What follows belongs to an exercise in optimizing a design on an open flow for a short achievable clock period and few clock cycles per item; a production flow would make more cautious choices.
Where RTL was checked, it was by simulation tests only, not by an equivalence proof against the original.
Only the layout flow was run in run 5; the RTL was not checked for function there.
Power and IR drop assume default switching activity.

==> design.v <==
module tms1100_core (
    input  wire        clk,
    input  wire        rst,         
    output wire [10:0] rom_addr,    
    input  wire [7:0]  rom_data,    
    input  wire [3:0]  k_in,        
    output wire [4:0]  o_out,       
    output wire [10:0] r_out,       
    output wire        retire       
);
    reg        rst_q;
    reg [10:0] fa;           
    reg [10:0] fa_alt;       
    reg [10:0] fa_d;         
    reg        dv;           
    reg        d_pred;       
    reg        hit_q;        
    reg        bv;           
    reg [10:0] btag;         
    reg [10:0] btgt;         
    reg [1:0]  x;
    reg [3:0]  y;
    reg [3:0]  x_oh;         
    reg [15:0] y_oh;         
    reg [7:0]  ir;
    reg        ev;           
    reg        pend;         
    reg        pend_b;       
    reg [10:0] rec;          
    reg [3:0]  mreg;         
    reg [5:0]  e_addr;       
    reg [10:0] e_pc;         
    reg        e_sflag;      
    reg        f_stype;      
    reg        f_sfl;        
    reg        f_we;         
    reg [63:0] e_sel;        
    reg        f_wd_a;       
    reg        f_wd_c4;      
    reg        f_wd_bit;     
    reg        f_a_m;        
    reg        f_a_k;        
    reg        f_a_y;        
    reg        f_a_0;        
    reg        f_a_sum;      
    reg        f_s_sum;      
    reg        f_s_mnea;     
    reg        f_s_ynea;     
    reg        f_s_knez;     
    reg        f_s_tbit;     
    reg        f_s_mnez;     
    reg        f_s_ynec;     
    reg        e_x_m;        
    reg        e_x_c4;
    reg        e_y_na;
    reg        e_y_a;
    reg        e_y_15;
    reg        e_cin;
    reg        f_tdo;        
    reg        f_rstr;       
    reg        f_setr;       
    reg        f_tay;        
    reg        f_tmy;        
    reg        f_br;         
    reg        f_call;       
    reg        f_retn;       
    reg        f_comc;       
    reg        f_ldp;        
    reg        f_s1;         
    wire       e_stype = f_stype;
    wire       e_sfl = f_sfl;
    wire       e_we = f_we;
    wire       e_wd_a = f_wd_a;
    wire       e_wd_c4 = f_wd_c4;
    wire       e_wd_bit = f_wd_bit;
    wire       e_a_m = f_a_m;
    wire       e_a_k = f_a_k;
    wire       e_a_y = f_a_y;
    wire       e_a_0 = f_a_0;
    wire       e_a_sum = f_a_sum;
    wire       e_s_sum = f_s_sum;
    wire       e_s_mnea = f_s_mnea;
    wire       e_s_ynea = f_s_ynea;
    wire       e_s_knez = f_s_knez;
    wire       e_s_tbit = f_s_tbit;
    wire       e_s_mnez = f_s_mnez;
    wire       e_s_ynec = f_s_ynec;
    wire       e_tdo = f_tdo;
    wire       e_rstr = f_rstr;
    wire       e_setr = f_setr;
    wire       e_tay = f_tay;
    wire       e_tmy = f_tmy;
    wire       e_br = f_br;
    wire       e_call = f_call;
    wire       e_retn = f_retn;
    wire       e_comc = f_comc;
    wire       e_ldp = f_ldp;
    wire       e_s1 = f_s1;
    wire [63:0] e_wen = {64{e_we}} & e_sel;
    reg [3:0]  a;
    reg        s;
    reg        sl;
    reg [4:0]  o;
    reg [10:0] r;
    reg [3:0]  ram [0:63];
    reg [3:0]  pb;
    reg [5:0]  sr;
    reg        cl;
    reg        cb, cs;
    assign rom_addr = fa;
    assign o_out    = o;
    assign r_out    = r;
    assign retire   = ev;
    function [3:0] inc4(input [3:0] v);
        inc4 = {v[3] ^ (v[2] & v[1] & v[0]), v[2] ^ (v[1] & v[0]), v[1] ^ v[0], ~v[0]};
    endfunction
    function [3:0] dec4(input [3:0] v);
        dec4 = {v[3] ^ ~(v[2] | v[1] | v[0]), v[2] ^ ~(v[1] | v[0]), v[1] ^ ~v[0], ~v[0]};
    endfunction
    function [15:0] oh16(input [3:0] v);
        integer k;
        for (k = 0; k < 16; k = k + 1)
            oh16[k] = (v == k);
    endfunction
    wire [7:0] op   = ir;
    wire [3:0] c4   = {op[0], op[1], op[2], op[3]};    
    wire [1:0] bidx = {op[0], op[1]};                  
    wire [3:0] m    = mreg;
    wire [3:0] bmask  = {bidx == 2'd3, bidx == 2'd2, bidx == 2'd1, bidx == 2'd0};
    wire [3:0] m_bit  = op[2] ? (m & ~bmask) : (m | bmask);
    wire [3:0] ram_wd = ({4{e_wd_a}} & a) | ({4{e_wd_c4}} & c4) | ({4{e_wd_bit}} & m_bit);
    wire [3:0] alu_x  = ({4{e_x_m}} & m) | ({4{e_x_c4}} & c4);
    wire [3:0] alu_y  = ({4{e_y_na}} & ~a) | ({4{e_y_a}} & a) | {4{e_y_15}};
    wire [4:0] sum    = {1'b0, alu_x} + {1'b0, alu_y} + {4'd0, e_cin};
    wire [3:0] a_n = e_a_m   ? m :
                     e_a_k   ? k_in :
                     e_a_y   ? y :
                     e_a_0   ? 4'd0 :
                     e_a_sum ? sum[3:0] : a;
    wire       s_n = ~((e_s_sum  & ~sum[4]) |
                       (e_s_mnea & (m == a)) |
                       (e_s_ynea & (y == a)) |
                       (e_sfl    & ~e_sflag) |
                       (e_s_knez & (k_in == 4'd0)) |
                       (e_s_tbit & ~|(m & bmask)) |
                       (e_s_mnez & (m == 4'd0)) |
                       (e_s_ynec & (y == c4)));
    wire [10:0] r_sel = y_oh[10:0];
    wire [10:0] r_n   = e_setr ? (r | r_sel) : e_rstr ? (r & ~r_sel) : r;
    wire       br_t   = (e_br | e_call) & s;      
    wire       call_n = e_call & s & ~cl;          
    wire [3:0] pb_n   = e_ldp ? c4 : (e_call & s) ? e_pc[9:6] : pb;
    wire [5:0] sr_n   = call_n ? e_pc[5:0] + 6'd1 : sr;
    wire       cs_n   = call_n ? e_pc[10] : cs;
    wire       cl_n   = ~e_retn & (cl | (e_call & s));
    wire       cb_n   = cb ^ e_comc;
    wire [10:0] br_tgt = {cb, cl ? e_pc[9:6] : pb, op[5:0]};
    wire       s_next = e_s1 | ((e_stype | e_sfl) ? s_n : s);
    wire [7:0] dop      = rom_data;
    wire       taken_l  = pend & s;           
    wire       ntaken_l = pend & ~s;          
    wire       rec_b    = pend_b & ~s;        
    wire       e_kill   = e_retn | e_tay | e_tmy;
    wire [10:0] e_tgt   = (e_retn & cl) ? {cs, pb, sr} :
                          {e_pc[10], e_retn ? pb : e_pc[9:6], e_pc[5:0] + 6'd1};
    wire       d_ok     = dv & ~taken_l & ~rec_b & ~e_kill;    
    wire [3:0] pb_f     = e_ldp ? c4 : pb;
    wire       cb_f     = cb ^ e_comc;
    wire [4:0] br_hi    = {cb_f, cl ? fa_d[9:6] : pb_f};
    wire       ls_k     = ~e_stype;
    wire       ls_v     = e_s1 | (e_sfl & e_sflag) | (~e_s1 & ~e_sfl & s);
    wire       known_nt = ls_k & ~ls_v;
    wire       hit_ok   = (fa[10:6] == br_hi);
    wire       p_nt     = d_ok & d_pred & known_nt;             
    wire       p_fix    = d_ok & d_pred & ~known_nt & ~hit_ok;  
    wire       if_bad   = ntaken_l | p_nt;
    wire [10:0] seq_cur = if_bad ? fa_alt : fa;                  
    wire       hit      = hit_q;               
    wire       d_br     = dop[7];
    wire       d_retn   = (dop == 8'h0F);
    wire       d_pend   = d_ok & ~d_pred & d_br & ~ls_k;
    wire       d_pend_b = d_ok & d_pred & ~ls_k;
    wire [5:0] d_addr = {x, y};
    wire       m_fwd  = e_we & (e_addr == d_addr);
    wire [3:0] x_rd   = x_oh & {4{~m_fwd}};
    reg  [3:0] m_col [0:3];
    reg  [3:0] m_ram;
    integer    xi, yi;
    always @(*) begin
        for (xi = 0; xi < 4; xi = xi + 1) begin
            m_col[xi] = 4'd0;
            for (yi = 0; yi < 16; yi = yi + 1)
                m_col[xi] = m_col[xi] | ({4{y_oh[yi]}} & ram[xi * 16 + yi]);
        end
        m_ram = 4'd0;
        for (xi = 0; xi < 4; xi = xi + 1)
            m_ram = m_ram | ({4{x_rd[xi]}} & m_col[xi]);
    end
    wire [3:0] m_rd   = m_ram | ({4{m_fwd}} & ram_wd);
    wire [3:0] c4d    = {dop[0], dop[1], dop[2], dop[3]};              
    wire       y_dec  = d_ok & (dop[7:6] == 2'b00) & (dop[4:0] == 5'b00100);   
    wire       y_inc  = d_ok & (((dop[7:6] == 2'b00) & (dop[4:0] == 5'b00101)) |
                                (dop[7:4] == 4'h6));                      
    wire       y_tcy  = d_ok & (dop[7:4] == 4'h4);                        
    wire       y_hold = ~(y_dec | y_inc | y_tcy | e_tay | e_tmy);
    wire       x_comx = d_ok & (dop == 8'h09);                            
    wire       x_ldx  = d_ok & (dop[7:3] == 5'b00101);                    
    wire       x_hold = ~(x_comx | x_ldx);
    wire [3:0] y_n    = ({4{y_dec}} & dec4(y)) | ({4{y_inc}} & inc4(y)) | ({4{y_tcy}} & c4d) |
                        ({4{e_tay}} & a) | ({4{e_tmy}} & mreg) | ({4{y_hold}} & y);
    wire [15:0] y_oh_n = ({16{y_dec}} & {y_oh[0], y_oh[15:1]}) |
                         ({16{y_inc}} & {y_oh[14:0], y_oh[15]}) |
                         ({16{y_tcy}} & oh16(c4d)) |
                         ({16{e_tay}} & oh16(a)) | ({16{e_tmy}} & oh16(mreg)) |
                         ({16{y_hold}} & y_oh);
    wire [1:0] x_n    = ({2{x_comx}} & {~x[1], x[0]}) | ({2{x_ldx}} & {dop[1], dop[2]}) |
                        ({2{x_hold}} & x);
    wire [3:0] x_oh_n = ({4{x_comx}} & {x_oh[1:0], x_oh[3:2]}) |
                        ({4{x_ldx}} & {dop[1] & dop[2], dop[1] & ~dop[2], ~dop[1] & dop[2], ~dop[1] & ~dop[2]}) |
                        ({4{x_hold}} & x_oh);
    wire       sflag_n = y_inc ? y_oh[15] : ~y_oh[0];
    wire        base_seq = ~rec_b & ~e_kill & ~if_bad;
    wire [10:0] fa_inc   = {fa[10:6], fa[5:0] + 6'd1};
    wire        nt_next  = d_ok & (dop[7:6] == 2'b00) & (dop[4:1] == 4'b0010) &
                           (dop[0] ? ~y_oh[15] : y_oh[0]);
    wire        hit_p    = hit & ~nt_next;
    wire [10:0] fa_base  = rec_b ? rec : e_kill ? e_tgt : if_bad ? fa_alt : hit_p ? btgt : fa_inc;
    wire        sel_br   = (d_ok & ~d_pred & (~ls_k | ls_v) & d_br) | p_fix;
    wire        sel_none = ~sel_br;
    wire [10:0] fa_n     = sel_br ? {br_hi, dop[5:0]} : fa_base;
    wire        dv_n     = sel_br ? d_pend : (sel_none & base_seq);
    wire        pred_n   = sel_none & base_seq & hit_p;
    wire [10:0] btag_n   = (e_br & s) ? e_pc : btag;
    wire        hit_n    = sel_none & base_seq & ~hit_p & (bv | (e_br & s)) & (fa_inc == btag_n);
    reg d_we, d_wd_a, d_wd_c4, d_wd_bit;
    reg d_a_m, d_a_k, d_a_y, d_a_0, d_a_sum;
    reg d_s_sum, d_s_mnea, d_s_ynea, d_s_knez, d_s_tbit, d_s_mnez, d_s_ynec, d_sfl;
    reg d_x_m, d_x_c4, d_y_na, d_y_a, d_y_15, d_cin;
    reg d_tdo, d_rstr, d_setr, d_tay, d_tmy;
    always @(*) begin
        {d_we, d_wd_a, d_wd_c4, d_wd_bit} = 4'b0;
        {d_a_m, d_a_k, d_a_y, d_a_0, d_a_sum} = 5'b0;
        {d_s_sum, d_s_mnea, d_s_ynea, d_s_knez, d_s_tbit, d_s_mnez, d_s_ynec, d_sfl} = 8'b0;
        {d_x_m, d_x_c4, d_y_na, d_y_a, d_y_15, d_cin} = 6'b0;
        {d_tdo, d_rstr, d_setr, d_tay, d_tmy} = 5'b0;
        casez (dop)
            8'h00: d_s_mnea = 1'b1;                                           
            8'h01: {d_s_sum, d_x_m, d_y_na, d_cin} = 4'b1111;                 
            8'h02: d_s_ynea = 1'b1;                                           
            8'h03: {d_we, d_wd_a, d_a_m} = 3'b111;                            
            8'h04, 8'h05: d_sfl = 1'b1;                                       
            8'h06: {d_a_sum, d_s_sum, d_x_m, d_y_a} = 4'b1111;                
            8'h07: {d_a_sum, d_s_sum, d_x_m, d_y_15} = 4'b1111;               
            8'h08: d_a_k = 1'b1;                                              
            8'h0A: d_tdo = 1'b1;                                              
            8'h0C: d_rstr = 1'b1;                                             
            8'h0D: d_setr = 1'b1;                                             
            8'h0E: d_s_knez = 1'b1;                                           
            8'h20: d_tay = 1'b1;                                              
            8'h21: d_a_m = 1'b1;                                              
            8'h22: d_tmy = 1'b1;                                              
            8'h23: d_a_y = 1'b1;                                              
            8'h24, 8'h25: {d_we, d_wd_a, d_sfl} = 3'b111;                     
            8'h26: {d_we, d_wd_a, d_a_0} = 3'b111;                            
            8'h27: {d_we, d_wd_a} = 2'b11;                                    
            8'b0011_0???: {d_we, d_wd_bit} = 2'b11;                           
            8'b0011_10??: d_s_tbit = 1'b1;                                    
            8'h3C: {d_a_sum, d_s_sum, d_x_m, d_y_na, d_cin} = 5'b11111;       
            8'h3D: {d_a_sum, d_s_sum, d_y_na, d_cin} = 4'b1111;               
            8'h3E: {d_a_sum, d_s_sum, d_x_m, d_cin} = 4'b1111;                
            8'h3F: d_s_mnez = 1'b1;                                           
            8'h5?: d_s_ynec = 1'b1;                                           
            8'h6?: {d_we, d_wd_c4} = 2'b11;                                   
            8'h7F: d_a_0 = 1'b1;                                              
            8'h7?: {d_a_sum, d_s_sum, d_x_c4, d_y_a, d_cin} = 5'b11111;       
            default: ;
        endcase
    end
    wire d_stype = d_s_sum | d_s_mnea | d_s_ynea | d_s_knez | d_s_tbit | d_s_mnez | d_s_ynec;
    integer i;
    always @(posedge clk) begin
        rst_q <= rst;
        if (rst) begin
            fa     <= 11'd0;
            dv     <= 1'b0;
            ev     <= 1'b0;
            pend   <= 1'b0;
            pend_b <= 1'b0;
            d_pred <= 1'b0;
            hit_q  <= 1'b0;
            bv     <= 1'b0;
            btag   <= 11'd0;
            btgt   <= 11'd0;
        end else begin
            ev     <= d_ok;
            pend   <= d_pend;
            pend_b <= d_pend_b;
            fa     <= fa_n;
            dv     <= dv_n;
            d_pred <= pred_n;
            hit_q  <= hit_n;
            if (e_br & s) begin
                bv   <= 1'b1;
                btag <= e_pc;
                btgt <= br_tgt;
            end
        end
        fa_alt  <= {fa[10:6], fa[5:0] + 6'd1};
        rec     <= fa_alt;
        fa_d    <= fa;
        e_pc    <= fa_d;
        if (rst) begin
            f_stype <= 1'b0;
            f_sfl <= 1'b0;
            f_we <= 1'b0;
            f_wd_a <= 1'b0;
            f_wd_c4 <= 1'b0;
            f_wd_bit <= 1'b0;
            f_a_m <= 1'b0;
            f_a_k <= 1'b0;
            f_a_y <= 1'b0;
            f_a_0 <= 1'b0;
            f_a_sum <= 1'b0;
            f_s_sum <= 1'b0;
            f_s_mnea <= 1'b0;
            f_s_ynea <= 1'b0;
            f_s_knez <= 1'b0;
            f_s_tbit <= 1'b0;
            f_s_mnez <= 1'b0;
            f_s_ynec <= 1'b0;
            f_tdo <= 1'b0;
            f_rstr <= 1'b0;
            f_setr <= 1'b0;
            f_tay <= 1'b0;
            f_tmy <= 1'b0;
            f_br <= 1'b0;
            f_call <= 1'b0;
            f_retn <= 1'b0;
            f_comc <= 1'b0;
            f_ldp <= 1'b0;
            f_s1 <= 1'b0;
        end else begin
            f_stype <= d_ok & d_stype;
            f_sfl <= d_ok & d_sfl;
            f_we <= d_ok & d_we;
            f_wd_a <= d_ok & d_wd_a;
            f_wd_c4 <= d_ok & d_wd_c4;
            f_wd_bit <= d_ok & d_wd_bit;
            f_a_m <= d_ok & d_a_m;
            f_a_k <= d_ok & d_a_k;
            f_a_y <= d_ok & d_a_y;
            f_a_0 <= d_ok & d_a_0;
            f_a_sum <= d_ok & d_a_sum;
            f_s_sum <= d_ok & d_s_sum;
            f_s_mnea <= d_ok & d_s_mnea;
            f_s_ynea <= d_ok & d_s_ynea;
            f_s_knez <= d_ok & d_s_knez;
            f_s_tbit <= d_ok & d_s_tbit;
            f_s_mnez <= d_ok & d_s_mnez;
            f_s_ynec <= d_ok & d_s_ynec;
            f_tdo <= d_ok & d_tdo;
            f_rstr <= d_ok & d_rstr;
            f_setr <= d_ok & d_setr;
            f_tay <= d_ok & d_tay;
            f_tmy <= d_ok & d_tmy;
            f_br <= d_ok & ((dop[7:6] == 2'b10));
            f_call <= d_ok & ((dop[7:6] == 2'b11));
            f_retn <= d_ok & d_retn;
            f_comc <= d_ok & ((dop == 8'h0B));
            f_ldp <= d_ok & ((dop[7:4] == 4'h1));
            f_s1 <= d_ok & ~d_stype & ~d_sfl;
        end
        ir      <= dop;
        e_x_m   <= d_x_m;
        e_x_c4  <= d_x_c4;
        e_y_na  <= d_y_na;
        e_y_a   <= d_y_a;
        e_y_15  <= d_y_15;
        e_cin   <= d_cin;
        e_sflag <= sflag_n;
        mreg    <= m_rd;
        e_addr  <= d_addr;
        for (i = 0; i < 64; i = i + 1)
            e_sel[i] <= x_oh[i / 16] & y_oh[i % 16];
        if (rst) begin
            o <= 5'd0;
            r <= 11'd0;
        end else begin
            if (e_tdo)
                o <= {sl, a};
            r <= r_n;
        end
        if (rst_q) begin
            x    <= 2'd0;
            y    <= 4'd0;
            x_oh <= 4'b0001;
            y_oh <= 16'd1;
            a    <= 4'd0;
            s    <= 1'b1;
            sl   <= 1'b0;
            pb   <= 4'd0;
            sr   <= 6'd0;
            cl   <= 1'b0;
            cb   <= 1'b0;
            cs   <= 1'b0;
            for (i = 0; i < 64; i = i + 1)
                ram[i] <= 4'hA;
        end else begin
            x    <= x_n;
            x_oh <= x_oh_n;
            y    <= y_n;
            y_oh <= y_oh_n;
            a  <= a_n;
            s  <= s_next;
            pb <= pb_n;
            sr <= sr_n;
            cl <= cl_n;
            cb <= cb_n;
            cs <= cs_n;
            if (e_s_ynea)
                sl <= s_n;
            for (i = 0; i < 64; i = i + 1)
                if (e_wen[i])
                    ram[i] <= ram_wd;
        end
    end
endmodule
==> run.sh <==
#!/bin/bash
# synth_recipe.tcl (not shown) runs the flow's synth.tcl, then flattens the netlist and writes it again
# the make line also repeats each setting of config.mk as NAME=value (left out here)
make -C /OpenROAD-flow-scripts/flow DESIGN_CONFIG=/design/flow/config.mk WORK_HOME=/design/flow/orfs CLKGATE_MAP_FILE= SYNTH_SCRIPT=/design/flow/synth_recipe.tcl finish
==> config.mk <==
export PLATFORM = sky130hd
export DESIGN_NAME = tms1100_core
export DESIGN_NICKNAME = tms1100_core
export VERILOG_FILES = /design/flow/design.v
export SDC_FILE = /design/flow/constraint.sdc
export NUM_CORES = 4
export LEC_CHECK = 0
export ABC_CLOCK_PERIOD_IN_PS = 2000
export CAP_MARGIN = 20
export CORE_MARGIN = 2
export CORE_UTILIZATION = 40
export SETUP_SLACK_MARGIN = 4.0
export SLEW_MARGIN = 20
==> constraint.sdc <==
create_clock -name core_clock -period 6.0 [get_ports {clk}]
set_input_delay 1.2000 -clock core_clock [delete_from_list [all_inputs] [get_ports {clk}]]
set_output_delay 1.2000 -clock core_clock [all_outputs]
set_load 0.01 [all_outputs]
==> results of run 1 <==
[final cells by class]
type	instances	share of cell area, %
Multi-Input combinational cell	1561	40.5
Clock buffer	78	5.79
Sequential cell	508	37.8
Timing Repair Buffer	251	11.9
Clock inverter	14	0.568
Tap cell	680	3.11
Antenna cell	1	0.00916
Inverter	24	0.357
[registers in the layout, indices dropped and copies added, names as in the netlist, 5 cells and up, named ones only]
name	flops
sr	6
y_oh	16
btag	11
e_pc	7
fa_d	10
btgt	11
e_addr	6
ram	256
rec	10
fa_alt	7
e_sel	64
o	5
ir	6
fa	11
[metrics by stage]
stage / utilization [%] / cell area [um2] / total power, W / hold WS, ns / cells
floorplan: - / 21100 / 0.00372 / 0.310 / 2294
global placement: 42.1 / 21600 / 0.00380 / 0.310 / 2842
detailed placement: 42.1 / 21600 / 0.00381 / 0.312 / 2842
CTS: 50.4 / 25800 / 0.00714 / 0.326 / 3064
global route: 53.3 / 27300 / 0.00736 / 0.331 / 3117
finish: 53.3 / 27300 / 0.00716 / 0.324 / 3117
[layout by cell type (no fill, tap or decap), types with 15 or more instances in the layout]
master,Yosys,routed
a211o_1,138,138
a211oi_1,19,15
a21oi_1,169,150
a21oi_2,0,19
a221oi_1,77,31
a221oi_2,0,45
a22o_1,67,65
a22oi_1,28,21
a311oi_1,70,70
a31oi_1,16,16
and2_1,69,68
buf_12,0,37
buf_4,9,101
buf_6,1,68
clkbuf_16,0,68
clkbuf_8,0,15
dfxtp_1,508,447
dfxtp_2,0,24
dfxtp_4,0,37
inv_1,23,20
mux2i_1,33,27
nand2_1,177,166
nand3_1,22,18
nand4_1,16,16
nor2_1,365,303
nor2_2,0,21
nor2_4,0,42
nor2b_1,18,15
nor3_1,23,15
xnor2_1,20,20
xor2_1,20,18
[where the power goes]
| group | internal (W) | switching [W] |
|---|---|---|
| Combinational | 0.000175 | 0.000232 |
| Clock | 0.00190 | 0.00139 |
| Sequential | 0.00341 | 0.0000559 |
[metal layers]
| metal | GRT usage, % | wire length [um] |
|---|---|---|
| met1 | 34.8 | 31900 |
| met2 | 41.9 | 35600 |
| met3 | 4.05 | 5690 |
| met4 | 9.78 | 3080 |
| met5 | 0 | 0 |
[worst max path at each step]
| stage | to | start | slack (ns) |
|---|---|---|---|
| 2_1_floorplan | fa[1] | rom_data[7] | 3.32 |
| 3_3_place_gp | y_oh[10] | rom_data[4] | 1.61 |
| 3_5_place_dp | y_oh[10] | rom_data[4] | 1.54 |
| 4_1_cts | rom_addr[2] | fa[2] | 3.68 |
| 5_1_grt | sl | e_y_na | 3.56 |
| 6_report | y_oh[4] | rom_data[3] | 3.63 |
[critical path: stages]
cell and delay, ns:
buf_12 0.10, nor4_4 0.25, buf_4 0.19, buf_12 0.11, a32oi_4 0.11, nor2_4 0.31, buf_6 0.17, nor3_4 0.06
a221oi_2 0.25, nor2_1 0.07
[cell families after synthesis]
group / share of synthesized area (%)
mux: 1.87
compound gates: 25.6
xor+xnor: 1.79
buf+inv: 4.54
fa+ha+maj: 0.614
simple gates: 16.6
flops: 48.9
[what timing repair did]
item / in CTS / in global routing
gates resized for setup: 494 / 205
setup endpoints to repair: 373 / 309
cloned: 19 / 18
pin swaps: 76 / 131
hold buffers: 0 / 0
setup buffers: 111 / 34
==> out/metrics.yaml, run 1 <==
outcome:
  status: "complete, no violations"
timing:
  setup_viol: 0
  setup_ws_ns: 3.63
  max_freq_mhz: 422
  slew_headroom_pct: 32.7
  clock_skew_ns: 0.0374
  finalHoldViolCount: 0
  worst_slew_pin_slew_ns: 1.01
  slew_viol_final: 0
  rsz0062_at_grt: "true"
  tns_ns: 0
  finalCriticalPeriod_ns: 2.37
  post-route-period-util_pct: 39.5
floorplanning:
  rows: 83
  ioPinCount: 42
  die_w_um: 232
  start_util_pct: 40.5
  die_area_mm2: 0.0538
  core_area_mm2: 0.0513
  die_h_um: 232
synth:
  yosysSeqAreaShare_pct: 48.9
  synth_most_common_cell: "dfxtp_1"
  yosysTopAreaCell: "dfxtp_1"
  synth_cell_type_count: 77
  synth_ff_type: "dfxtp_1"
  synth_area_leaders: "dfxtp_1 49%, nor2_1 6.6%, a211o_1 5.8%"
  synthTopCellsByCount: "508 x dfxtp_1, 365 x nor2_1, 177 x nand2_1, 169 x a21oi_1, 152 x clkbuf_1"
  yosys_warnings: 3
  syn-num-nets: 2317
  yosys.area.top_type_share_pct: 48.9
  netlist_area_mm2: 0.0208
  async_reset_ff_share_pct: 0
  syn-instance-count: 2294
  avgSynthCellArea_um2: 9.06
  synth-edff-count: 0
  synth-seq-cells: 508
worst_hold_path:
  worstHoldPathCells: 0
  hold_start: "fa_d[4]"
  hold_path_end: "e_pc[4]"
  hold_path_class: "reg -> reg"
clocking:
  clk_pin_slew_ns: 0.06
  htreeDepth: 2
  cts_root_buf: "clkbuf_16"
  cts_buffers: 53
  clkLatencyLatePin_ns: 0.62
  clock-sinks: 508
  cts_tree: "built"
  cts_buffer_depth: 3
job:
  drv_cap: 0
layout:
  drive_above_1_share_pct: 26.0
  multi_input_area_mm2: 0.0111
  area_delta_synth_final_pct: 31.5
  nNetsFinal: 2422
  register_area_mm2: 0.0103
  fillers: 4492
global_routing:
  grt_max_degree: 221
  grt_pass1_vias: 17812
  grt-ovfl-total: 0
  antenna_found_initial: 1
  grtUsageTotal_pct: 25.9
  grt_pass1_wl_um: 108000
detailed_routing:
  drt_iter0_drc: 2156
  wl_per_cell_um: 24.5
  ant_nets: 0
  routed_via_density: 6.13
  firstDrtPassIters: 6
  via_count: 19100
  totalWireLength_um: 76200
  drc: 0
critical_path:
  required_ns: 6.47
  endpoint_kind: "register"
  start_kind: "primary input"
  ff2ff_setup_slack_ns: 3.65
  path_max_fanout: 6
  r2r-start: "e_y_na"
  critical_path_class: "in -> reg"
  rr_endpoint: "sl"
  r2r_cells: 11
  crit_arrival_ns: 2.84
placed_design:
  dp_hpwl_um: 38900
  io_buffers: 41
  pre_cts_ws_ns: 1.54
  gp_congestion: 0.886
pwr:
  p_leak_nw: 9.63
  ir_drop_v: 0.000238
  power_density_mw_per_mm2: 262
Testbench counts, summed over its fixed seeds: cycles 70,922, instructions 64,000.
==> run 2: changes to the inputs <==
--- a/config.mk
+++ b/config.mk
@@ -5,9 +5,9 @@
 export SDC_FILE = /design/flow/constraint.sdc
 export NUM_CORES = 4
 export LEC_CHECK = 0
-export ABC_CLOCK_PERIOD_IN_PS = 2000
 export CAP_MARGIN = 20
 export CORE_MARGIN = 2
 export CORE_UTILIZATION = 40
-export SETUP_SLACK_MARGIN = 4.0
+export PLACE_DENSITY = 0.75
+export SETUP_SLACK_MARGIN = 4.5
 export SLEW_MARGIN = 20
==> run 2 against run 1 <==
Compared with the run above: cell count grew 2.2%; critical path depth unchanged; clock skew grew 0.0082 ns; die area unchanged; sequential share of layout area fell by 2.9 points; largest cell class unchanged; highest routed layer is now met5; synthesized cell count unchanged; register-to-register slack got worse by 0.40 ns; first-iteration DRC count up 62%; worst hold slack gained 0.0017 ns.
==> out/metrics.yaml, run 2 <==
detailed_routing:
  drc: 0  # unchanged
  ant_nets: 0  # unchanged
  drt_iter0_drc: 3483  # was 2,156
  routed_via_density: 6.74  # was 6.13
  totalWireLength_um: 89700  # was 76,200 um
  wl_per_cell_um: 28.2  # was 24.5 um
  firstDrtPassIters: 10  # was 6
  via_count: 21461  # was 19,100
synth:
  synth-simple-area-share_pct: 16.6  # unchanged
  synth_top_family_by_area: "compound AO/OA/AOI/OAI gates"  # unchanged
  async_reset_ff_share_pct: 0  # unchanged
  synth_most_common_cell: "dfxtp_1"  # unchanged
  synth-adder-area-share_pct: 0.614  # unchanged
  synthTopCellsByCount: "508 x dfxtp_1, 365 x nor2_1, 177 x nand2_1, 169 x a21oi_1, 152 x clkbuf_1"  # unchanged
  syn-num-nets: 2317  # unchanged
  yosys.area.top_type_share_pct: 48.9  # unchanged
  synth_ff_type: "dfxtp_1"  # unchanged
  avgSynthCellArea_um2: 9.06  # unchanged
  synth-seq-cells: 508  # unchanged
  synth-edff-count: 0  # unchanged
  yosys_warnings: 3  # unchanged
  synth_cell_type_count: 77  # unchanged
  synth_compound_area_share_pct: 25.6  # unchanged
  netlist_area_mm2: 0.0208  # unchanged
  yosysSeqAreaShare_pct: 48.9  # unchanged
  synth_mux_area_share_pct: 1.87  # unchanged
  synth_area_leaders: "dfxtp_1 49%, nor2_1 6.6%, a211o_1 5.8%"  # unchanged
  syn-instance-count: 2294  # unchanged
  synth_xor_area_share_pct: 1.79  # unchanged
  yosysTopAreaCell: "dfxtp_1"  # unchanged
critical_path:
  ff2ff_setup_slack_ns: 3.25  # was 3.65 ns
  r2r-start: "ir[1]"  # was e_y_na
  critical_path_cell_count: 10  # unchanged
  path_max_fanout: 8  # was 6
  slowest_delay_ns: 0.84  # was 0.31 ns
  crit_chain: "buf_6 -> buf_6 -> buf_6 -> o31ai_2 -> a222oi_1 -> buf_4 -> buf_12 -> buf_12 -> buf_16 -> a311oi_1"  # was buf_12 -> nor4_4 -> buf_4 -> buf_12 -> a32oi_4 -> nor2_4 -> buf_6 -> nor3_4 -> a221oi_2 -> nor2_1
  endpoint_kind: "register"  # unchanged
  cp-startpoint: "ir[1]"  # was rom_data[3]
  r2r_cells: 10  # was 11
  cp_num_buf_inv: 7  # was 4
  start_kind: "register"  # was primary input
  critPathTopFamily: "compound AO/OA/AOI/OAI gates"  # was simple AND/OR/NAND/NOR gates
  rr_endpoint: "ram[24][2]"  # was sl
  crit_arrival_ns: 3.15  # was 2.84 ns
  cp_common_cell: "buf_6"  # was buf_12
  crit_slowest_cell: "a311oi_1"  # was nor2_4
  required_ns: 6.40  # was 6.47 ns
  endpoint: "ram[24][2]"  # was y_oh[4]
  critical_path_class: "reg -> reg"  # was in -> reg
clocking:
  cts_tree: "built"  # unchanged
  clk_pin_slew_ns: 0.07  # was 0.06 ns
  clock-sinks: 508  # unchanged
  cts_hold_buf: 0  # unchanged
  cts_root_buf: "clkbuf_16"  # unchanged
  cts_buffers: 50  # was 53
  htreeDepth: 2  # unchanged
  clkLatencyLatePin_ns: 0.61  # was 0.62 ns
  cts_buffer_depth: 3  # unchanged
placed_design:
  placed_area_mm2: 0.0219  # was 0.0216 mm2
  gp_congestion: 0.918  # was 0.886
  dp_hpwl_um: 37500  # was 38,900 um
  io_buffers: 41  # unchanged
layout:
  post-route-util_pct: 57.7  # was 53.3%
  nNetsFinal: 2491  # was 2,422
  final_cell_mix: "442 x dfxtp_1, 222 x nor2_1, 155 x nand2_1, 138 x a211o_1, 125 x buf_4"  # was 447 x dfxtp_1, 303 x nor2_1, 166 x nand2_1, 150 x a21oi_1, 138 x a211o_1
  final_common_cell: "dfxtp_1"  # unchanged
  area_delta_synth_final_pct: 42.6  # was 31.5%
  largest_reg_flops: 256  # unchanged
  fillers: 3781  # was 4,492
  drive_above_1_share_pct: 36.1  # was 26.0%
  regMostFlops: "ram"  # unchanged
  reg_top3: "ram (256), e_sel (64), y_oh (16)"  # unchanged
  fin_area_mm2: 0.0296  # was 0.0273 mm2
floorplanning:
  core_area_mm2: 0.0513  # unchanged
  die_area_mm2: 0.0538  # unchanged
  die_w_um: 232  # unchanged
  start_util_pct: 40.5  # unchanged
  ioPinCount: 42  # unchanged
  die_h_um: 232  # unchanged
  rows: 83  # unchanged
pwr:
  swShare_pct: 24.7  # was 23.4%
  seq_power_share_pct: 49.0  # was 48.4%
  pwr-share-clk_pct: 44.3  # was 46.0%
  power.switching_w: 0.00175  # was 0.00167 W
  p_int_w: 0.00532  # was 0.00549 W
  combinationalPowerShare_pct: 6.7  # was 5.7%
  p_leak_nw: 10.4  # was 9.63 nW
  power_density_mw_per_mm2: 239  # was 262 mW/mm2
  ir_drop_v: 0.000325  # was 0.000238 V
job:
  drv_cap: 0  # unchanged
timing:
  finalCriticalPeriod_ns: 2.75  # was 2.37 ns
  slew_headroom_pct: 26.9  # was 32.7%
  post-route-period-util_pct: 45.8  # was 39.5%
  clock_skew_ns: 0.0456  # was 0.0374 ns
  setup_viol: 0  # unchanged
  whs_ns: 0.326  # was 0.324 ns
  worst_slew_pin_slew_ns: 1.09  # was 1.01 ns
  max_freq_mhz: 364  # was 422 MHz
  finalHoldViolCount: 0  # unchanged
  tns_ns: 0  # unchanged
  rsz0062_at_grt: "true"  # unchanged
  slew_viol_final: 0  # unchanged
global_routing:
  grt-ovfl-total: 0  # unchanged
  grt_pass1_vias: 20146  # was 17,812
  antenna_found_initial: 3  # was 1
  grt_max_degree: 104  # was 221
  grtUsageTotal_pct: 29.9  # was 25.9%
  grt_pass1_wl_um: 123000  # was 108,000 um
outcome:
  status: "complete, no violations"  # unchanged
worst_hold_path:
  hold_path_class: "reg -> reg"  # unchanged
==> run 2: layout make-up <==
type,count,area [um2],area share (%)
multi-input cells,1560,12200,41.3
diodes,1,2.50,0.00845
clock buffers,71,1400,4.73
well taps,680,851,2.87
inverters,24,116,0.393
flip-flops and latches,508,10300,34.9
repair buffers,324,4500,15.2
clock inverters,17,166,0.562
==> run 2: power by group through the flow <==
stage                     logic [W]  clock network, W  registers [W]
after floorplan            0.000223                 0        0.00351
after global placement     0.000248                 0        0.00356
after detailed placement   0.000252                 0        0.00356
after CTS                  0.000410           0.00305        0.00346
after global routing       0.000492           0.00326        0.00347
final                      0.000477           0.00313        0.00347
==> run 2: through the flow <==
step / power [W] / setup slack, ns / std cells
global route: 0.00722 / 3.43 / 3184
detailed placement: 0.00381 / 1.87 / 2838
finish: 0.00707 / 3.25 / 3185
CTS: 0.00692 / 3.60 / 3132
floorplan: 0.00374 / 3.32 / 2294
global placement: 0.00380 / 1.97 / 2838
==> run 2: kinds of logic after synthesis <==
kind of cell               after synthesis
adders and majority gates                9
DFF                                    508
xor gates and xnor gates                41
buffers and inverters                  229
AOI/OAI and AO/OA                      706
and+or+nand+nor                        764
muxes                                   37
==> run 2: routing by layer <==
metal	GRT usage [%]	wire, um	part of all wire [%]
met1	35.1	30600	34
met2	46.7	39100	44
met3	8.72	11900	13
met4	21.2	8130	9.1
met5	0	21	0.023
==> run 2: repair_timing <==
action / in CTS / in global routing
setup endpoints to repair: 415 / 376
hold endpoints to repair: 0 / 0
buffers inserted: 160 / 50
cloned: 46 / 2
resized for setup: 734 / 237
pin swaps: 112 / 89
==> run 2: how the worst min path moves through the flow <==
stage / depth (start not counted) / start / to
finish: 0 / fa_d[4] / e_pc[4]
global route: 0 / fa_d[5] / e_pc[5]
CTS: 0 / fa_d[4] / e_pc[4]
detailed placement: 0 / fa_d[0] / e_pc[0]
global placement: 0 / fa_d[0] / e_pc[0]
floorplan: 0 / fa_d[0] / e_pc[0]
==> run 3: changes to the inputs <==
--- a/config.mk
+++ b/config.mk
@@ -8,6 +8,5 @@
 export CAP_MARGIN = 20
 export CORE_MARGIN = 2
 export CORE_UTILIZATION = 40
-export PLACE_DENSITY = 0.75
 export SETUP_SLACK_MARGIN = 4.5
 export SLEW_MARGIN = 20
==> run 3 against run 2 <==
Compared with the run above: die area did not move; combinational power barely moved; synthesized area did not move; worst setup slack improved by 0.40 ns; first-iteration DRC count fell by 27%; wire length fell by 8.4%; still clean; non-clock buffer count fell by 7; largest cell class unchanged; via count fell by 7.2%.
==> out/metrics.yaml, run 3 <==
layout:
  register_area_mm2: 0.0103  # about the same
  final_common_cell: "dfxtp_1"  # unchanged
  multi_input_area_mm2: 0.0122  # about the same
  finalNonFillerCells: 3186  # was 3,185
  drive_above_1_share_pct: 36.0  # was 36.1%
  num_antenna_cells: 0  # was 1
  regMostFlops: "ram"  # unchanged
  nNetsFinal: 2486  # was 2,491
  largest_reg_flops: 256  # unchanged
  post-route-util_pct: 57.7  # about the same
  final_cell_mix: "442 x dfxtp_1, 251 x nor2_1, 152 x nand2_1, 138 x a211o_1, 114 x buf_4"  # was 442 x dfxtp_1, 222 x nor2_1, 155 x nand2_1, 138 x a211o_1, 125 x buf_4
  area_delta_synth_final_pct: 42.4  # was 42.6%
  fillers: 4115  # was 3,781
  reg_top3: "ram (256), e_sel (64), y_oh (16)"  # unchanged
synth:
  async_reset_ff_share_pct: 0  # unchanged
  synth-seq-cells: 508  # unchanged
  yosys_warnings: 3  # unchanged
  yosys.area.top_type_share_pct: 48.9  # unchanged
  synth_xor_area_share_pct: 1.79  # unchanged
  synth_ff_type: "dfxtp_1"  # unchanged
  synth-adder-area-share_pct: 0.614  # unchanged
  synth_compound_area_share_pct: 25.6  # unchanged
  yosysSeqAreaShare_pct: 48.9  # unchanged
  netlist_area_mm2: 0.0208  # unchanged
  syn-instance-count: 2294  # unchanged
  syn-num-nets: 2317  # unchanged
  synthTopCellsByCount: "508 x dfxtp_1, 365 x nor2_1, 177 x nand2_1, 169 x a21oi_1, 152 x clkbuf_1"  # unchanged
  yosysTopAreaCell: "dfxtp_1"  # unchanged
  synth_top_family_by_area: "compound AO/OA/AOI/OAI gates"  # unchanged
  synth_mux_area_share_pct: 1.87  # unchanged
  synth_area_leaders: "dfxtp_1 49%, nor2_1 6.6%, a211o_1 5.8%"  # unchanged
  synth-edff-count: 0  # unchanged
  synth_most_common_cell: "dfxtp_1"  # unchanged
  avgSynthCellArea_um2: 9.06  # unchanged
  synth_cell_type_count: 77  # unchanged
  synth-simple-area-share_pct: 16.6  # unchanged
clocking:
  clk_pin_slew_ns: 0.06  # was 0.07 ns
  htreeDepth: 2  # unchanged
  cts_hold_buf: 0  # unchanged
  cts_buffer_depth: 3  # unchanged
  clock-sinks: 508  # unchanged
  cts_root_buf: "clkbuf_16"  # unchanged
  cts_tree: "built"  # unchanged
  cts_buffers: 54  # was 50
  clkLatencyLatePin_ns: 0.61  # about the same
pwr:
  swShare_pct: 23.8  # was 24.7%
  power_density_mw_per_mm2: 249  # was 239 mW/mm2
  seq_power_share_pct: 47.1  # was 49.0%
  power.switching_w: 0.00175  # about the same
  ir_drop_v: 0.000216  # was 0.000325 V
  combinationalPowerShare_pct: 6.5  # was 6.7%
  p_int_w: 0.00561  # was 0.00532 W
  p_leak_nw: 10.4  # about the same
  pwr-share-clk_pct: 46.4  # was 44.3%
detailed_routing:
  routed-wl-met2_um: 37200  # was 39,100 um
  ant_nets: 0  # unchanged
  via_count: 19906  # was 21,461
  wl_met1_um: 33400  # was 30,600 um
  drc: 0  # unchanged
  met3_length_um: 6860  # was 11,900 um
  wl_per_cell_um: 25.8  # was 28.2 um
  drt_iter0_drc: 2526  # was 3,483
  routed_via_density: 6.25  # was 6.74
  firstDrtPassIters: 7  # was 10
  totalWireLength_um: 82100  # was 89,700 um
  top_layer: "met5"  # unchanged
critical_path:
  critical_path_class: "in -> reg"  # was reg -> reg
  start_kind: "primary input"  # was register
  crit_arrival_ns: 2.81  # was 3.15 ns
  path_max_fanout: 8  # unchanged
  endpoint_kind: "register"  # unchanged
  required_ns: 6.46  # was 6.40 ns
  r2r_cells: 12  # was 10
placed_design:
  dp_hpwl_um: 39200  # was 37,500 um
  io_buffers: 41  # unchanged
  gp_congestion: 0.906  # was 0.918
  numPlacedInstances: 2843  # was 2,838
floorplanning:
  die_h_um: 232  # unchanged
  start_util_pct: 40.5  # unchanged
  ioPinCount: 42  # unchanged
  rows: 83  # unchanged
  core_area_mm2: 0.0513  # unchanged
  die_area_mm2: 0.0538  # unchanged
  die_w_um: 232  # unchanged
timing:
  rsz0062_at_grt: "true"  # unchanged
  tns_ns: 0  # unchanged
  worst_slew_pin_slew_ns: 0.918  # was 1.09 ns
  finalHoldViolCount: 0  # unchanged
  max_freq_mhz: 427  # was 364 MHz
  finalCriticalPeriod_ns: 2.34  # was 2.75 ns
  slew_headroom_pct: 38.7  # was 26.9%
  setup_viol: 0  # unchanged
  clock_skew_ns: 0.0173  # was 0.0456 ns
  slew_viol_final: 0  # unchanged
  post-route-period-util_pct: 39.1  # was 45.8%
global_routing:
  grtUsageTotal_pct: 28.6  # was 29.9%
  grt_pass1_vias: 18366  # was 20,146
  antenna_found_initial: 1  # was 3
  grt_pass1_wl_um: 118000  # was 123,000 um
  grt-ovfl-total: 0  # unchanged
  grt_max_degree: 169  # was 104
worst_hold_path:
  hold_path_class: "reg -> reg"  # unchanged
  worstHoldPathCells: 0  # unchanged
outcome:
  status: "complete, no violations"  # unchanged
job:
  drv_cap: 0  # unchanged
## run 3: cell counts after synthesis
Identical to the previous run, type by type.
## run 3: final timing paths
kind / start / endpoint / slack, ns
max: rom_data[7] / y_oh[10] / 3.66
min reg2reg: fa_d[2] / e_pc[2] / 0.32
min: fa_d[2] / e_pc[2] / 0.32
max reg2reg: e_y_na / sl / 3.67
## run 3: cell type report
class                           instances  area share, %
Sequential cell                       508           35.0
Tap cell                              680           2.88
Inverter                               24          0.381
Timing Repair Buffer                  317           14.6
Clock buffer                           79           5.19
Multi-Input combinational cell       1558           41.1
Clock inverter                         20          0.808
## run 3: kinds of logic (layout without fill, tap and decap cells)
group	count (synthesis)	in the layout
adder cells (fa/ha/maj)	9	9
multiplexers	37	37
AND/OR/NAND/NOR	764	765
XOR/XNOR	41	41
flip-flops	508	508
buffers and inverters	229	440
AO/OA/AOI/OAI	706	706
## run 3: power by group through the flow
stage	logic, W	registers [W]	clock network (W)
6_report	0.000476	0.00347	0.00341
5_1_grt	0.000494	0.00347	0.00358
4_1_cts	0.000400	0.00346	0.00344
3_5_place_dp	0.000261	0.00355	0
3_3_place_gp	0.000259	0.00355	0
2_1_floorplan	0.000223	0.00351	0
## run 3: critical path: stages
cell and delay (ns):
buf_12 0.11, nor4_4 0.26, buf_4 0.18, nand2_4 0.07, buf_6 0.13, nor3_4 0.14, buf_6 0.15, nor3_4 0.06
buf_12 0.16, a221oi_4 0.27, nor2_1 0.06
## run 3: repair_timing
action,CTS,global route
pin swaps,99,89
buffers inserted,148,53
gates resized for setup,650,295
setup endpoints to repair,430,378
gates cloned,42,1
## run 3: layer usage
metal	vias to the layer above	GRT usage, %
met5	-	0
met4	2	12.4
met3	305	5.51
met2	1050	45.0
met1	9785	38.1
li1	8764	-
## run 3: per-stage QoR
| stage | power, W | area, um2 | hold WS [ns] | worst slack, ns |
|---|---|---|---|---|
| 2_1_floorplan | 0.00374 | 21900 | 0.310 | 3.32 |
| 3_3_place_gp | 0.00381 | 21900 | 0.311 | 1.65 |
| 3_5_place_dp | 0.00381 | 21900 | 0.312 | 1.59 |
| 4_1_cts | 0.00730 | 27800 | 0.321 | 3.68 |
| 5_1_grt | 0.00754 | 29600 | 0.334 | 3.55 |
| 6_report | 0.00735 | 29600 | 0.321 | 3.66 |
==> run 4: changes to the inputs <==
--- a/config.mk
+++ b/config.mk
@@ -8,5 +8,5 @@
 export CAP_MARGIN = 20
 export CORE_MARGIN = 2
 export CORE_UTILIZATION = 40
-export SETUP_SLACK_MARGIN = 4.5
+export SETUP_SLACK_MARGIN = 5.0
 export SLEW_MARGIN = 20
==> run 4 against run 3 <==
Compared with the run above: still clean on timing, DRC and antenna; register-to-register slack worse by 0.06 ns; combinational power is 23% higher; wire length rose by 6.6%; synthesized area did not move; clock power is 2% lower; sequential cell count did not move; total power up 0.58%; fmax down 3.5%.
==> out/metrics.yaml, run 4 <==
outcome:
  status: "complete, no violations"  # unchanged
floorplanning:
  core_area_mm2: 0.0513  # unchanged
  ioPinCount: 42  # unchanged
  die_area_mm2: 0.0538  # unchanged
  die_h_um: 232  # unchanged
  start_util_pct: 40.5  # unchanged
  rows: 83  # unchanged
  die_w_um: 232  # unchanged
layout:
  drive_above_1_share_pct: 41.6  # was 36.0%
  register_area_mm2: 0.0104  # was 0.0103 mm2
  nNetsFinal: 2581  # was 2,486
  regMostFlops: "ram"  # unchanged
  reg_top3: "ram (256), e_sel (64), y_oh (16)"  # unchanged
  final_common_cell: "dfxtp_1"  # unchanged
  final_cell_mix: "436 x dfxtp_1, 204 x nor2_1, 150 x nand2_1, 150 x buf_4, 138 x a211o_1"  # was 442 x dfxtp_1, 251 x nor2_1, 152 x nand2_1, 138 x a211o_1, 114 x buf_4
  num_antenna_cells: 0  # unchanged
  fillers: 3945  # was 4,115
  largest_reg_flops: 256  # unchanged
  multi_input_area_mm2: 0.0125  # was 0.0122 mm2
  area_delta_synth_final_pct: 50.6  # was 42.4%
placed_design:
  pre_cts_ws_ns: 1.88  # was 1.59 ns
  dp_hpwl_um: 39400  # was 39,200 um
  gp_congestion: 0.888  # was 0.906
  io_buffers: 41  # unchanged
detailed_routing:
  via_count: 20571  # was 19,906
  drc: 0  # unchanged
  ant_nets: 0  # unchanged
  drt_iter0_drc: 2317  # was 2,526
  routed_via_density: 6.27  # was 6.25
  firstDrtPassIters: 6  # was 7
  totalWireLength_um: 87500  # was 82,100 um
  wl_per_cell_um: 26.7  # was 25.8 um
synth:
  netlist_area_mm2: 0.0208  # unchanged
  synth_cell_type_count: 77  # unchanged
  synth_area_leaders: "dfxtp_1 49%, nor2_1 6.6%, a211o_1 5.8%"  # unchanged
  async_reset_ff_share_pct: 0  # unchanged
  yosys.area.top_type_share_pct: 48.9  # unchanged
  syn-num-nets: 2317  # unchanged
  synth_most_common_cell: "dfxtp_1"  # unchanged
  syn-instance-count: 2294  # unchanged
  synthTopCellsByCount: "508 x dfxtp_1, 365 x nor2_1, 177 x nand2_1, 169 x a21oi_1, 152 x clkbuf_1"  # unchanged
  yosysTopAreaCell: "dfxtp_1"  # unchanged
  synth-edff-count: 0  # unchanged
  yosysSeqAreaShare_pct: 48.9  # unchanged
  yosys_warnings: 3  # unchanged
  synth_ff_type: "dfxtp_1"  # unchanged
  synth-seq-cells: 508  # unchanged
  avgSynthCellArea_um2: 9.06  # unchanged
pwr:
  p_leak_nw: 11.0  # was 10.4 nW
  power_density_mw_per_mm2: 236  # was 249 mW/mm2
  ir_drop_v: 0.000275  # was 0.000216 V
worst_hold_path:
  hold_path_class: "reg -> reg"  # unchanged
clocking:
  clkLatencyLatePin_ns: 0.63  # was 0.61 ns
  cts_hold_buf: 0  # unchanged
  cts_buffer_depth: 3  # unchanged
  htreeDepth: 2  # unchanged
  clk_pin_slew_ns: 0.06  # about the same
  cts_root_buf: "clkbuf_16"  # unchanged
  cts_buffers: 53  # was 54
  clock-sinks: 508  # unchanged
  cts_tree: "built"  # unchanged
critical_path:
  crit_slowest_cell: "nor4_4"  # was a221oi_4
  required_ns: 6.49  # was 6.46 ns
  crit_chain: "buf_12 -> nor4_4 -> buf_4 -> nand2_8 -> buf_12 -> nor3_4 -> buf_6 -> nor3_4 -> buf_6 -> a221oi_4 -> nor2_1"  # was buf_12 -> nor4_4 -> buf_4 -> nand2_4 -> buf_6 -> nor3_4 -> buf_6 -> nor3_4 -> buf_12 -> a221oi_4 -> nor2_1
  crit_arrival_ns: 2.92  # was 2.81 ns
  path_max_fanout: 8  # unchanged
  endpoint_kind: "register"  # unchanged
  start_kind: "primary input"  # unchanged
  slowest_delay_ns: 0.31  # was 0.27 ns
  critical_path_class: "in -> reg"  # unchanged
job:
  drv_cap: 0  # unchanged
timing:
  max_freq_mhz: 411  # was 427 MHz
  slew_viol_final: 0  # unchanged
  clock_skew_ns: 0.0362  # was 0.0173 ns
  worst_slew_pin_slew_ns: 0.865  # was 0.918 ns
  slew_headroom_pct: 42.2  # was 38.7%
  setup_viol: 0  # unchanged
  setup_ws_ns: 3.57  # was 3.66 ns
  finalCriticalPeriod_ns: 2.43  # was 2.34 ns
  tns_ns: 0  # unchanged
  post-route-period-util_pct: 40.5  # was 39.1%
  finalHoldViolCount: 0  # unchanged
  rsz0062_at_grt: "true"  # unchanged
global_routing:
  grt_max_degree: 110  # was 169
  grt-ovfl-total: 0  # unchanged
  antenna_found_initial: 3  # was 1
  grt_pass1_wl_um: 123000  # was 118,000 um
  grt_pass1_vias: 19367  # was 18,366
  grtUsageTotal_pct: 30.1  # was 28.6%
## run 4: changes by cell type in the layout (fill, tap and decap cells not counted), sizes merged
cell / before / now
buf: 301 / 397
bufinv: 5 / 3
inv: 24 / 23
bufbuf: 7 / 6
clkbuf: 84 / 81
clkinvlp: 1 / 4
clkinv: 14 / 17
## run 4: report_power, final
group	switching, W	leakage, nW	internal, W	total [W]
Sequential	0.0000563	4.15	0.00340	0.00346
Clock	0.00145	0.866	0.00190	0.00335
Combinational	0.000309	6.02	0.000276	0.000586
## run 4: final timing paths
path              slack [ns]         from  cells past startpoint         end
setup / recovery        3.57  rom_data[4]                     11     y_oh[4]
hold reg to reg         0.33      fa_d[0]                      0     e_pc[0]
setup reg to reg        3.61        ir[0]                     11  ram[43][1]
hold / removal          0.33      fa_d[0]                      0     e_pc[0]
## run 4: logic make-up after synthesis
group | Yosys count | share of synthesized area, %
compound gates | 706 | 25.6
simple gates | 764 | 16.6
buf+inv | 229 | 4.54
fa+ha+maj | 9 | 0.614
mux | 37 | 1.87
xor+xnor | 41 | 1.79
flops | 508 | 48.9
## run 4: critical path: cells and delay by family
family	cells	cell delay (ns)
AND/OR/NAND/NOR	5	0.66
AO/OA/AOI/OAI	1	0.28
buffers and inverters	5	0.77
## run 4: routing by layer
metal  routed length [um]  GRT usage, %
met5                    0             0
met1                33600          38.3
met2                39800          48.6
met3                 7450          5.01
met4                 6620          16.6
## run 4: repair_timing
action,in CTS,in global routing
pin swaps,96,98
endpoints found under the setup margin,487,438
gates resized for setup,788,333
cloned,53,7
buffers inserted,187,92
## run 4: metrics by stage
step | cells | util, % | instance area, um2 | power, W | hold WS, ns
3_3_place_gp | 2844 | 42.8 | 22000 | 0.00382 | 0.312
6_report | 3281 | 61.0 | 31300 | 0.00740 | 0.326
2_1_floorplan | 2294 | - | 22000 | 0.00374 | 0.309
5_1_grt | 3281 | 61.0 | 31300 | 0.00759 | 0.334
4_1_cts | 3182 | 56.4 | 29000 | 0.00732 | 0.327
3_5_place_dp | 2844 | 42.8 | 22000 | 0.00382 | 0.315
## run 4: final cells by class
cell class              count  share of cell area, %
multi-input cells        1558                   40.0
flip-flops and latches    508                   33.1
repair buffers            413                   18.2
clock buffers              75                   4.85
well taps                 680                   2.72
clock inverters            23                  0.752
inverters                  24                  0.336
==> run 5: changes to the inputs <==
--- a/design.v
+++ b/design.v
@@ -50,12 +50,12 @@
     reg        f_s_tbit;     
     reg        f_s_mnez;     
     reg        f_s_ynec;     
-    reg        e_x_m;        
-    reg        e_x_c4;
-    reg        e_y_na;
-    reg        e_y_a;
-    reg        e_y_15;
-    reg        e_cin;
+    reg        e_k1;        
+    reg        e_k2;
+    reg        e_k3;
+    reg        e_k4;
+    reg        e_k5;
+    reg        e_k6;
     reg        f_tdo;        
     reg        f_rstr;       
     reg        f_setr;       
@@ -129,9 +129,14 @@
     wire [3:0] bmask  = {bidx == 2'd3, bidx == 2'd2, bidx == 2'd1, bidx == 2'd0};
     wire [3:0] m_bit  = op[2] ? (m & ~bmask) : (m | bmask);
     wire [3:0] ram_wd = ({4{e_wd_a}} & a) | ({4{e_wd_c4}} & c4) | ({4{e_wd_bit}} & m_bit);
-    wire [3:0] alu_x  = ({4{e_x_m}} & m) | ({4{e_x_c4}} & c4);
-    wire [3:0] alu_y  = ({4{e_y_na}} & ~a) | ({4{e_y_a}} & a) | {4{e_y_15}};
-    wire [4:0] sum    = {1'b0, alu_x} + {1'b0, alu_y} + {4'd0, e_cin};
+    wire [4:0] sum_1  = {1'b0, m} + {1'b0, ~a} + 5'd1;       
+    wire [4:0] sum_2  = {1'b0, a} + {1'b0, m};               
+    wire [4:0] sum_3  = {1'b0, m} + 5'd15;                   
+    wire [4:0] sum_4  = {1'b0, ~a} + 5'd1;                   
+    wire [4:0] sum_5  = {1'b0, m} + 5'd1;                    
+    wire [4:0] sum_6  = {1'b0, a} + {1'b0, c4} + 5'd1;       
+    wire [4:0] sum    = ({5{e_k1}} & sum_1) | ({5{e_k2}} & sum_2) | ({5{e_k3}} & sum_3) |
+                        ({5{e_k4}} & sum_4) | ({5{e_k5}} & sum_5) | ({5{e_k6}} & sum_6);
     wire [3:0] a_n = e_a_m   ? m :
                      e_a_k   ? k_in :
                      e_a_y   ? y :
@@ -235,22 +240,22 @@
     reg d_we, d_wd_a, d_wd_c4, d_wd_bit;
     reg d_a_m, d_a_k, d_a_y, d_a_0, d_a_sum;
     reg d_s_sum, d_s_mnea, d_s_ynea, d_s_knez, d_s_tbit, d_s_mnez, d_s_ynec, d_sfl;
-    reg d_x_m, d_x_c4, d_y_na, d_y_a, d_y_15, d_cin;
+    reg d_k1, d_k2, d_k3, d_k4, d_k5, d_k6;
     reg d_tdo, d_rstr, d_setr, d_tay, d_tmy;
     always @(*) begin
         {d_we, d_wd_a, d_wd_c4, d_wd_bit} = 4'b0;
         {d_a_m, d_a_k, d_a_y, d_a_0, d_a_sum} = 5'b0;
         {d_s_sum, d_s_mnea, d_s_ynea, d_s_knez, d_s_tbit, d_s_mnez, d_s_ynec, d_sfl} = 8'b0;
-        {d_x_m, d_x_c4, d_y_na, d_y_a, d_y_15, d_cin} = 6'b0;
+        {d_k1, d_k2, d_k3, d_k4, d_k5, d_k6} = 6'b0;
         {d_tdo, d_rstr, d_setr, d_tay, d_tmy} = 5'b0;
         casez (dop)
             8'h00: d_s_mnea = 1'b1;                                           
-            8'h01: {d_s_sum, d_x_m, d_y_na, d_cin} = 4'b1111;                 
+            8'h01: {d_s_sum, d_k1} = 2'b11;                                 
             8'h02: d_s_ynea = 1'b1;                                           
             8'h03: {d_we, d_wd_a, d_a_m} = 3'b111;                            
             8'h04, 8'h05: d_sfl = 1'b1;                                       
-            8'h06: {d_a_sum, d_s_sum, d_x_m, d_y_a} = 4'b1111;                
-            8'h07: {d_a_sum, d_s_sum, d_x_m, d_y_15} = 4'b1111;               
+            8'h06: {d_a_sum, d_s_sum, d_k2} = 3'b111;                      
+            8'h07: {d_a_sum, d_s_sum, d_k3} = 3'b111;                      
             8'h08: d_a_k = 1'b1;                                              
             8'h0A: d_tdo = 1'b1;                                              
             8'h0C: d_rstr = 1'b1;                                             
@@ -265,14 +270,14 @@
             8'h27: {d_we, d_wd_a} = 2'b11;                                    
             8'b0011_0???: {d_we, d_wd_bit} = 2'b11;                           
             8'b0011_10??: d_s_tbit = 1'b1;                                    
-            8'h3C: {d_a_sum, d_s_sum, d_x_m, d_y_na, d_cin} = 5'b11111;       
-            8'h3D: {d_a_sum, d_s_sum, d_y_na, d_cin} = 4'b1111;               
-            8'h3E: {d_a_sum, d_s_sum, d_x_m, d_cin} = 4'b1111;                
+            8'h3C: {d_a_sum, d_s_sum, d_k1} = 3'b111;                      
+            8'h3D: {d_a_sum, d_s_sum, d_k4} = 3'b111;                      
+            8'h3E: {d_a_sum, d_s_sum, d_k5} = 3'b111;                      
             8'h3F: d_s_mnez = 1'b1;                                           
             8'h5?: d_s_ynec = 1'b1;                                           
             8'h6?: {d_we, d_wd_c4} = 2'b11;                                   
             8'h7F: d_a_0 = 1'b1;                                              
-            8'h7?: {d_a_sum, d_s_sum, d_x_c4, d_y_a, d_cin} = 5'b11111;       
+            8'h7?: {d_a_sum, d_s_sum, d_k6} = 3'b111;                      
             default: ;
         endcase
     end
@@ -371,12 +376,12 @@
             f_s1 <= d_ok & ~d_stype & ~d_sfl;
         end
         ir      <= dop;
-        e_x_m   <= d_x_m;
-        e_x_c4  <= d_x_c4;
-        e_y_na  <= d_y_na;
-        e_y_a   <= d_y_a;
-        e_y_15  <= d_y_15;
-        e_cin   <= d_cin;
+        e_k1   <= d_k1;
+        e_k2  <= d_k2;
+        e_k3  <= d_k3;
+        e_k4   <= d_k4;
+        e_k5  <= d_k5;
+        e_k6   <= d_k6;
         e_sflag <= sflag_n;
         mreg    <= m_rd;
         e_addr  <= d_addr;
@@ -418,7 +423,7 @@
             cb <= cb_n;
             cs <= cs_n;
             if (e_s_ynea)
-                sl <= s_n;
+                sl <= (y != a);
             for (i = 0; i < 64; i = i + 1)
                 if (e_wen[i])
                     ram[i] <= ram_wd;
--- a/config.mk
+++ b/config.mk
@@ -5,8 +5,9 @@
 export SDC_FILE = /design/flow/constraint.sdc
 export NUM_CORES = 4
 export LEC_CHECK = 0
+export ABC_CLOCK_PERIOD_IN_PS = 2000
 export CAP_MARGIN = 20
 export CORE_MARGIN = 2
 export CORE_UTILIZATION = 40
-export SETUP_SLACK_MARGIN = 5.0
+export SETUP_SLACK_MARGIN = 4.0
 export SLEW_MARGIN = 20
==> run 5 against run 4 <==
Compared with the run above: cell area is 9.1% lower; clock skew is 0.011 ns higher; total power is 0.34% higher; synthesized cell count is 5.0% higher; global-route usage is 3.2 points lower; wire length is 13% lower; cell count is 0.46% lower; sequential cell count stayed put; synthesized area is 1.1% higher.
==> out/metrics.yaml, run 5 <==
critical_path:
  critical_path_class: "in -> reg"  # unchanged
  r2r-start: "f_tmy"  # was ir[0]
  path_max_fanout: 4  # was 8
  start_kind: "primary input"  # unchanged
  crit_arrival_ns: 2.90  # was 2.92 ns
  required_ns: 6.55  # was 6.49 ns
  ff2ff_setup_slack_ns: 3.67  # was 3.61 ns
  crit_chain: "buf_6 -> buf_8 -> nor3b_4 -> nand2_2 -> buf_4 -> buf_4 -> or3_1 -> o21ai_0 -> a221oi_2 -> nor2_1"  # was buf_12 -> nor4_4 -> buf_4 -> nand2_8 -> buf_12 -> nor3_4 -> buf_6 -> nor3_4 -> buf_6 -> a221oi_4 -> nor2_1
  r2r_cells: 9  # was 11
  endpoint_kind: "register"  # unchanged
  slowest_delay_ns: 0.37  # was 0.31 ns
  cp_common_cell: "buf_4"
  crit_slowest_cell: "or3_1"  # was nor4_4
  critPathTopFamily: "simple AND/OR/NAND/NOR gates"  # was buffers and inverters
  rr_endpoint: "fa[6]"  # was ram[43][1]
  cp_num_buf_inv: 4  # was 5
timing:
  setup_ws_ns: 3.66  # was 3.57 ns
  worst_slew_pin_slew_ns: 1.06  # was 0.865 ns
  clock_skew_ns: 0.0472  # was 0.0362 ns
  slew_viol_final: 0  # unchanged
  finalHoldViolCount: 0  # unchanged
  finalCriticalPeriod_ns: 2.34  # was 2.43 ns
  tns_ns: 0  # unchanged
  post-route-period-util_pct: 39.1  # was 40.5%
  rsz0062_at_grt: "true"  # unchanged
  setup_viol: 0  # unchanged
  slew_headroom_pct: 29.1  # was 42.2%
  max_freq_mhz: 426  # was 411 MHz
floorplanning:
  start_util_pct: 40.7  # was 40.5%
  rows: 83  # unchanged
  ioPinCount: 42  # unchanged
  core_area_mm2: 0.0516  # was 0.0513 mm2
  die_area_mm2: 0.0544  # was 0.0538 mm2
  die_h_um: 233  # was 232 um
  die_w_um: 233  # was 232 um
pwr:
  ir_drop_v: 0.000210  # was 0.000275 V
  power_density_mw_per_mm2: 261  # was 236 mW/mm2
  p_leak_nw: 9.98  # was 11.0 nW
layout:
  final_cell_mix: "441 x dfxtp_1, 369 x nor2_1, 150 x nand2_1, 138 x a21oi_1, 132 x a211o_1"  # was 436 x dfxtp_1, 204 x nor2_1, 150 x nand2_1, 150 x buf_4, 138 x a211o_1
  regMostFlops: "ram"  # unchanged
  final_common_cell: "dfxtp_1"  # unchanged
  nNetsFinal: 2587  # was 2,581
  finalNonFillerCells: 3266  # was 3,281
  area_delta_synth_final_pct: 35.4  # was 50.6%
  fillers: 4475  # was 3,945
  drive_above_1_share_pct: 28.9  # was 41.6%
  num_antenna_cells: 0  # unchanged
  reg_top3: "ram (256), e_sel (64), y_oh (16)"  # unchanged
  largest_reg_flops: 256  # unchanged
synth:
  async_reset_ff_share_pct: 0  # unchanged
  synth-seq-cells: 508  # unchanged
  yosysTopAreaCell: "dfxtp_1"  # unchanged
  yosys_warnings: 3  # unchanged
  yosys.area.top_type_share_pct: 48.4  # was 48.9%
  yosysSeqAreaShare_pct: 48.4  # was 48.9%
  synth_ff_type: "dfxtp_1"  # unchanged
  synth-edff-count: 0  # unchanged
  synth_most_common_cell: "dfxtp_1"  # unchanged
  synth_area_leaders: "dfxtp_1 48%, nor2_1 8.8%, a211o_1 5.5%"  # was dfxtp_1 49%, nor2_1 6.6%, a211o_1 5.8%
  avgSynthCellArea_um2: 8.72  # was 9.06 um2
  syn-instance-count: 2408  # was 2,294
  synth_cell_type_count: 73  # was 77
  netlist_area_mm2: 0.0210  # was 0.0208 mm2
  synthTopCellsByCount: "508 x dfxtp_1, 494 x nor2_1, 195 x a21oi_1, 156 x nand2_1, 152 x clkbuf_1"  # was 508 x dfxtp_1, 365 x nor2_1, 177 x nand2_1, 169 x a21oi_1, 152 x clkbuf_1
  syn-num-nets: 2450  # was 2,317
global_routing:
  antenna_found_initial: 0  # was 3
  grt_pass1_vias: 18847  # was 19,367
  grt_pass1_wl_um: 113000  # was 123,000 um
  grtUsageTotal_pct: 27.0  # was 30.1%
  grt_max_degree: 219  # was 110
  grt-ovfl-total: 0  # unchanged
placed_design:
  dp_hpwl_um: 41100  # was 39,400 um
  io_buffers: 41  # unchanged
  gp_congestion: 0.896  # was 0.888
  pre_cts_ws_ns: 1.88  # about the same
  numPlacedInstances: 2965  # was 2,844
detailed_routing:
  via_count: 19537  # was 20,571
  firstDrtPassIters: 9  # was 6
  wl_per_cell_um: 23.4  # was 26.7 um
  totalWireLength_um: 76400  # was 87,500 um
  ant_nets: 0  # unchanged
  drt_iter0_drc: 2111  # was 2,317
  drc: 0  # unchanged
  routed_via_density: 5.98  # was 6.27
clocking:
  clk_pin_slew_ns: 0.06  # about the same
  clkLatencyLatePin_ns: 0.63  # about the same
  cts_tree: "built"  # unchanged
  cts_buffer_depth: 3  # unchanged
  clock-sinks: 508  # unchanged
  htreeDepth: 2  # unchanged
  cts_root_buf: "clkbuf_16"  # unchanged
  cts_buffers: 53  # unchanged
worst_hold_path:
  worstHoldPathCells: 0  # unchanged
  hold_path_end: "rec[1]"  # was e_pc[0]
  hold_path_class: "reg -> reg"  # unchanged
  hold_start: "fa_alt[1]"  # was fa_d[0]
outcome:
  status: "complete, no violations"  # unchanged
job:
  drv_cap: 0  # unchanged
## run 5: power by group
group / leakage, nW / internal [W] / switching, W / total (W)
Sequential: 4.15 / 0.00340 / 0.0000525 / 0.00345
Clock: 0.912 / 0.00213 / 0.00142 / 0.00354
Combinational: 4.91 / 0.000180 / 0.000246 / 0.000425
## run 5: metal layers
metal	part of all wire (%)	routed length, um	global-route usage (%)
met2	47	35600	45.1
met1	40	30700	33.4
met3	8.1	6210	4.92
met4	5.1	3860	13.0
met5	0	0	0
## run 5: cell type report
type                    count  area, um2  area share, %
multi-input cells        1678      11900           41.7
flip-flops and latches    508      10400           36.5
repair buffers            271       3350           11.8
well taps                 680        851           2.99
clock buffers              75       1540           5.42
inverters                  33        159          0.559
clock inverters            21        324           1.14
## run 5: how the worst max path moves through the flow
stage / startpoint / to / slack [ns] / cells after the start
after CTS: rom_data[7] / y_oh[14] / 3.58 / 8
after floorplan: rom_data[7] / y_oh[0] / 3.06 / 8
after global placement: rom_data[6] / y_oh[12] / 1.94 / 8
after global routing: f_tmy / fa[6] / 3.57 / 9
after detailed placement: rom_data[6] / y[1] / 1.88 / 8
final: rom_data[3] / y[1] / 3.66 / 10
## run 5: repair_timing
item	CTS	global route
pin swaps	156	157
gates cloned	24	8
resized for setup	646	235
setup endpoints to repair	379	359
hold buffers	0	0
setup buffers	149	24
## run 5: through the flow
stage	instance area (um2)	util (%)	hold WS (ns)	total power [W]
3_3_place_gp	21900	42.4	0.312	0.00382
2_1_floorplan	21300	-	0.310	0.00372
6_report	28400	55.1	0.326	0.00742
3_5_place_dp	21900	42.4	0.313	0.00382
5_1_grt	28400	55.1	0.327	0.00763
4_1_cts	27200	52.7	0.324	0.00742
## run 5: logic make-up (layout without fill, tap and decap cells)
family                   count (synthesis)  in the layout  share of synthesized area, %
AND/OR/NAND/NOR                        889            891                          18.7
AO/OA/AOI/OAI                          682            683                          23.4
flip-flops                             508            508                          48.4
buffers and inverters                  225            400                          4.26
XOR/XNOR                                44             44                          1.83
multiplexers                            32             32                          1.60
adder cells (fa/ha/maj)                 28             28                          1.78

[separate check: timing with driven ports]
Ports are ideal in the flow. The routed layouts listed here were re-timed in OpenROAD.
Step 1, drivers: a clkbuf_16 drives clk and a buf_2 each remaining input, both assumed.
Step 2 also shifts input and output timing later by t, the mid clock arrival at the registers, as if the neighbouring blocks saw the same clock.
a / b / c = ideal ports / drivers / drivers and shift; a / b = the first two.
run	shift t [ns]	slack for setup (ns)
run 1	0.661	3.628 / 3.631 / 2.971
run 2	0.647	3.255 / 3.255 / 2.829
run 3	0.652	3.656 / 3.640 / 2.988
run 4	0.670	3.570 / 3.583 / 2.913
run 5	0.662	3.655 / 3.625 / 3.019
After both steps setup and hold are still met in every run listed.
